From an optimization exercise on the open Yosys and OpenROAD flow, aimed at small area, a short achievable clock period and few clock cycles per item; shortcuts taken in it are not production practice.
The RTL was checked by simulation tests, not by an equivalence proof against the original design.
Power and IR drop assume default switching activity.

==> flow/design.v <==
module wrs_fmd (
    input  wire               clk,
    input  wire               rst,         
    input  wire               cfg_valid,
    input  wire        [15:0] cfg_gain,    
    input  wire               in_valid,
    output wire               in_ready,
    input  wire signed [15:0] in_i,
    input  wire signed [15:0] in_q,
    output wire               out_valid,
    input  wire               out_ready,
    output wire signed [15:0] out_y        
);
    localparam integer NITER = 16;
    localparam integer XW    = 36;          
    localparam integer ZW    = 20;          
    localparam signed [ZW-1:0] HALF_TURN = 20'sd131072;
    localparam [2:0] S_IDLE = 3'd0,
                     S_INIT = 3'd1,
                     S_ITER = 3'd2,
                     S_MUL  = 3'd3,
                     S_OUT  = 3'd4;
    reg [2:0] state;
    reg [3:0] iter;
    reg        [15:0] gain;
    reg signed [15:0] prev_i, prev_q;
    reg signed [32:0] re, im;
    reg signed [XW-1:0] x, y;
    reg signed [ZW-1:0] z;
    reg signed [15:0] y_out;
    function [ZW-1:0] atan_lut;
        input [3:0] i;
        case (i)
            4'd0:  atan_lut = 20'd32768;
            4'd1:  atan_lut = 20'd19344;
            4'd2:  atan_lut = 20'd10221;
            4'd3:  atan_lut = 20'd5188;
            4'd4:  atan_lut = 20'd2604;
            4'd5:  atan_lut = 20'd1303;
            4'd6:  atan_lut = 20'd652;
            4'd7:  atan_lut = 20'd326;
            4'd8:  atan_lut = 20'd163;
            4'd9:  atan_lut = 20'd81;
            4'd10: atan_lut = 20'd41;
            4'd11: atan_lut = 20'd20;
            4'd12: atan_lut = 20'd10;
            4'd13: atan_lut = 20'd5;
            4'd14: atan_lut = 20'd3;
            default: atan_lut = 20'd1;
        endcase
    endfunction
    wire signed [31:0] p_ii = in_i * prev_i;
    wire signed [31:0] p_qq = in_q * prev_q;
    wire signed [31:0] p_qi = in_q * prev_i;
    wire signed [31:0] p_iq = in_i * prev_q;
    wire signed [32:0] re_n = p_ii + p_qq;
    wire signed [32:0] im_n = p_qi - p_iq;
    wire signed [XW-1:0] x_sh = x >>> iter;
    wire signed [XW-1:0] y_sh = y >>> iter;
    wire signed [ZW-1:0] a_i  = atan_lut(iter);
    wire signed [ZW+16:0] prod  = z * $signed({1'b0, gain});
    wire signed [ZW+16:0] prod_r = (prod + 37'sd16384) >>> 15;
    wire signed [15:0]    y_sat = (prod_r > 37'sd32767)  ? 16'sh7fff :
                                  (prod_r < -37'sd32768) ? 16'sh8000 :
                                  prod_r[15:0];
    assign in_ready  = (state == S_IDLE);
    assign out_valid = (state == S_OUT);
    assign out_y     = y_out;
    always @(posedge clk) begin
        if (rst) begin
            state  <= S_IDLE;
            iter   <= 4'd0;
            gain   <= 16'h0100;
            prev_i <= 16'sd0;
            prev_q <= 16'sd0;
            re     <= 33'sd0;
            im     <= 33'sd0;
            x      <= {XW{1'b0}};
            y      <= {XW{1'b0}};
            z      <= {ZW{1'b0}};
            y_out  <= 16'sd0;
        end else begin
            case (state)
                S_IDLE: begin
                    if (cfg_valid) begin
                        gain   <= cfg_gain;
                        prev_i <= 16'sd0;
                        prev_q <= 16'sd0;
                    end else if (in_valid) begin
                        re     <= re_n;
                        im     <= im_n;
                        prev_i <= in_i;
                        prev_q <= in_q;
                        state  <= S_INIT;
                    end
                end
                S_INIT: begin
                    if (re < 0) begin
                        x <= -re;
                        y <= -im;
                        z <= (im < 0) ? -HALF_TURN : HALF_TURN;
                    end else begin
                        x <= re;
                        y <= im;
                        z <= {ZW{1'b0}};
                    end
                    iter  <= 4'd0;
                    state <= S_ITER;
                end
                S_ITER: begin
                    if (y >= 0) begin
                        x <= x + y_sh;
                        y <= y - x_sh;
                        z <= z + a_i;
                    end else begin
                        x <= x - y_sh;
                        y <= y + x_sh;
                        z <= z - a_i;
                    end
                    iter <= iter + 4'd1;
                    if (iter == NITER - 1)
                        state <= S_MUL;
                end
                S_MUL: begin
                    y_out <= (re == 0 && im == 0) ? 16'sd0 : y_sat;
                    state <= S_OUT;
                end
                S_OUT: begin
                    if (out_ready)
                        state <= S_IDLE;
                end
                default: state <= S_IDLE;
            endcase
        end
    end
endmodule
==> flow/run.sh <==
#!/bin/bash
# synth_recipe.tcl (not shown) runs the flow's synth.tcl, then flattens the netlist and writes it again
# the make line also repeats each setting of config.mk as NAME=value (left out here)
make -C /OpenROAD-flow-scripts/flow DESIGN_CONFIG=/design/flow/config.mk WORK_HOME=/design/flow/orfs CLKGATE_MAP_FILE= SYNTH_SCRIPT=/design/flow/synth_recipe.tcl finish
==> flow/config.mk <==
export PLATFORM = sky130hd
export DESIGN_NAME = wrs_fmd
export DESIGN_NICKNAME = wrs_fmd
export VERILOG_FILES = /design/flow/design.v
export SDC_FILE = /design/flow/constraint.sdc
export NUM_CORES = 4
export LEC_CHECK = 0
export CAP_MARGIN = 20
export CORE_MARGIN = 2
export CORE_UTILIZATION = 40
export PLACE_DENSITY = 0.6
export SLEW_MARGIN = 20
==> flow/constraint.sdc <==
create_clock -name core_clock -period 11.0 [get_ports {clk}]
set_input_delay 2.2000 -clock core_clock [delete_from_list [all_inputs] [get_ports {clk}]]
set_output_delay 2.2000 -clock core_clock [all_outputs]
set_load 0.01 [all_outputs]
==> impl_metrics.ini <==
[min_path]
hp-start = re[19]
whs_path_depth = 2
hold_path_class = register to register
min_to = re[19]

[worst_setup_path]
path_common_cell = fa_1
regToRegEndpoint = im[29]
cp_num_buf_inv = 7
path_class = input port to register
critPathMaxStageDelay_ns = 0.80
startpoint_type = input port
cp.required_ns = 11.51
worst-path-max-fanout = 7
cp-end-kind = register
cp_slowest_cell = clkdlybuf4s50_1
r2r-start = prev_i[3]
rrSetupSlack_ns = 1.96
r2r_cells = 28
path_delay_family = adder cells
cp.arrival_ns = 10.80

[drt]
drt-pass1-iter-count = 6
ant_nets = 0
routed_via_density = 5.34
drt_iter0_markers = 3115
vias = 55992
drc = 0
wl_per_cell_um = 20.3
routed_wl_um = 213000

[clocking]
cts_setup_buffers = 0
root_buffer = clkbuf_16
htreeDepth = 2
ctsHoldBuffers = 0
clk_latency_ns = 0.60
cts_tree = built
cts.sinks = 245
cts_buffers = 36
postCtsResizedCells = 0
cts.clk_slew.worst_paths_ns = 0.06
cts_buffer_depth = 3

[global_routing]
grt_max_degree = 73
antenna_found_initial = 1
grt_pass1_vias = 61211
grtUsageMet2_pct = 42.7
use_met1_pct = 28.2
use_met3_pct = 2.60
grt-ovfl-total = 0
grt_usage_pct = 23.4
grt_pass1_wl_um = 340000
top_usage_layer = met2

[timing]
finalSetupViolCount = 0
setup_tns_ns = 0
period_share_pct = 93.5
drv_slew = 0
holdWs_ns = 0.480
grt_setup_unrepaired = false
finalCriticalPeriod_ns = 10.29
clock_skew_ns = 0.0255
slew_headroom_pct = 18.8
tightest_slew_ns = 1.22
finalHoldViolations = 0
max_freq_mhz = 97.2

[yosys]
yosys_register_bits = 245
synthAdderAreaFrac_pct = 50.1
synth_nets = 10269
synth.distinct_cells = 96
synth_top_family_by_area = adder cells
synth_compound_area_share_pct = 8.70
synth_ff_type = dfxtp_1
synthMuxAreaShare_pct = 3.95
syn_area_mm2 = 0.0727
ys_seq_area_share_pct = 6.74
synth_simple_gate_area_share_pct = 15.9
synth_largest_area_cell = fa_1
synthXorXnorAreaFrac_pct = 3.81
avgSynthCellArea_um2 = 8.87
syn_inst = 8202
yosysWarnings = 1
async_flop_share_pct = 0
synth_edf_count = 0
netlist_top_cells_area = fa_1 (41%), ha_1 (8.9%), inv_1 (8.6%)
yosys.area.top_type_share_pct = 41.2

[floorplan]
io_pins = 71
coreArea_mm2 = 0.181
fp.dieW_um = 430
die_h_um = 430
initial_core_util_pct = 40.2
fp-row-count = 156
die-area_mm2 = 0.185

[layout]
drive_gt1_share_pct = 5.27
nets = 10159
final_cell_mix = inv_1 (1660), fa_1 (1496), nand2_1 (1106)
layout_commonest_cell = inv_1
area_growth_pct = 6.88

[placed_design]
place.gp.congestion = 0.925
port_buffers = 70
dp_hpwl_um = 170000

[power]
clockPowerShare_pct = 8.0
intPower_mw = 6.97
leakagePower_nw = 37.3
seq_power_share_pct = 7.8
power_frac_comb_pct = 84.3
p_switching_mw = 8.32
pwr_density_cell_mw_per_mm2 = 197
ir_worst_vdd_mv = 0.524
p_sw_share_pct = 54.4

[run_status]
status = finished clean

[flow_run]
cap_violations = 0
-- final cells by class --
class,count,area (um^2)
Fill cell,17718,103000
Clock inverter,16,138
Clock buffer,50,1060
Multi-Input combinational cell,5888,60000
Sequential cell,245,4920
Timing Repair Buffer,259,2430
Antenna cell,3,7.51
Tap cell,2370,2970
Inverter,1662,6240
-- power groups by stage --
stage	sequential, mW	combinational, mW	clock, mW
floorplan	1.10	7.39	0
global placement	1.19	12.5	0
detailed placement	1.20	12.7	0
CTS	1.18	12.8	1.25
global route	1.20	14.0	1.28
finish	1.19	12.9	1.22
-- Yosys cell counts, types with 57 or more instances --
cell and number:
inv_1 1660, fa_1 1496, nand2_1 1107, and2_1 605
ha_1 518, clkbuf_1 351, a21oi_1 295, nor2_1 269
dfxtp_1 245, xnor2_1 191, o21ai_0 181, xor2_1 123
a21o_1 85, nor3_1 80, nand2b_1 78, mux4_2 72
mux2i_1 67, a211oi_1 66, nand3_1 61, a22oi_1 57
-- worst max-delay path by stage --
stage	from	slack, ns	endpoint	cells after the start
2_1_floorplan	in_q[15]	1.41	re[31]	24
3_3_place_gp	in_i[15]	0.13	re[31]	27
3_5_place_dp	in_i[15]	0.16	re[31]	27
4_1_cts	in_i[15]	0.78	re[31]	27
5_1_grt	in_i[15]	0.34	re[31]	27
6_report	in_i[15]	0.71	re[31]	27
-- worst reg2reg max path: cells and delay by family, from the launching register on --
family          cells  cell delay [ns]
fa+ha+maj           9             4.44
compound gates      7             1.57
simple gates        3             0.48
xor+xnor            1             0.31
buf+inv             8             1.04
flops               1             1.13
-- metrics by stage --
step / util [%] / cell area [um^2] / cells / setup slack [ns] / total power [mW]
final: 43.0 / 77700 / 10493 / 0.712 / 15.3
after global routing: 43.0 / 77700 / 10490 / 0.344 / 16.5
after CTS: 43.0 / 77700 / 10490 / 0.779 / 15.2
after detailed placement: 42.3 / 76500 / 10424 / 0.157 / 13.9
after global placement: 42.3 / 76500 / 10424 / 0.131 / 13.7
after floorplan: - / 72700 / 8202 / 1.41 / 8.48
-- kinds of logic after synthesis --
kind of cell,after synthesis
AND/OR/NAND/NOR,2396
AO/OA/AOI/OAI,976
buffers and inverters,2069
adder cells (fa/ha/maj),2014
multiplexers,187
XOR/XNOR,315
flip-flops,245
-- routing by layer --
metal	share of wire (%)	up-vias	routed length (um)
li1	-	25147	-
met1	40	28687	84500
met2	51	1684	109000
met3	5.2	474	11100
met4	4.2	0	8910
met5	0	-	0
-- flip-flops by register name, indices dropped and copies added, names as in the netlist --
register and cells:
im 33, prev_i 16, x 36, prev_q 16, y_out 16, state 3, y 36, z 20
re 33, gain 16, iter 4, a_i 16
Testbench counts, summed over its fixed seeds: cycles 81,920, items 4,096.

==> what the ideal ports hide <==
In the flow no input, the clock included, has a driving cell. The finished layout below was timed again as built, in two steps.
Step 1 assumes that a clkbuf_16 drives the clock port and a buf_2 every other input.
Step 2 also shifts input and output timing later by t, the mid clock arrival at the registers, as if the neighbouring blocks saw the same clock.
Three values: ideal, step 1, step 2; two values: the first two.
t, ns: 0.663
slack for setup (ns): 0.712 / 0.763 / 0.100
latest minus earliest clock arrival (ns): 0.026 / 0.026
worst data-port slew with drivers (ns): 0.13
cell pins on the clock port's net: 1
After both steps setup and hold are still met in this run. For this run, drivers alone change the setup slack by +0.051 ns; drivers and shift together by -0.612 ns.
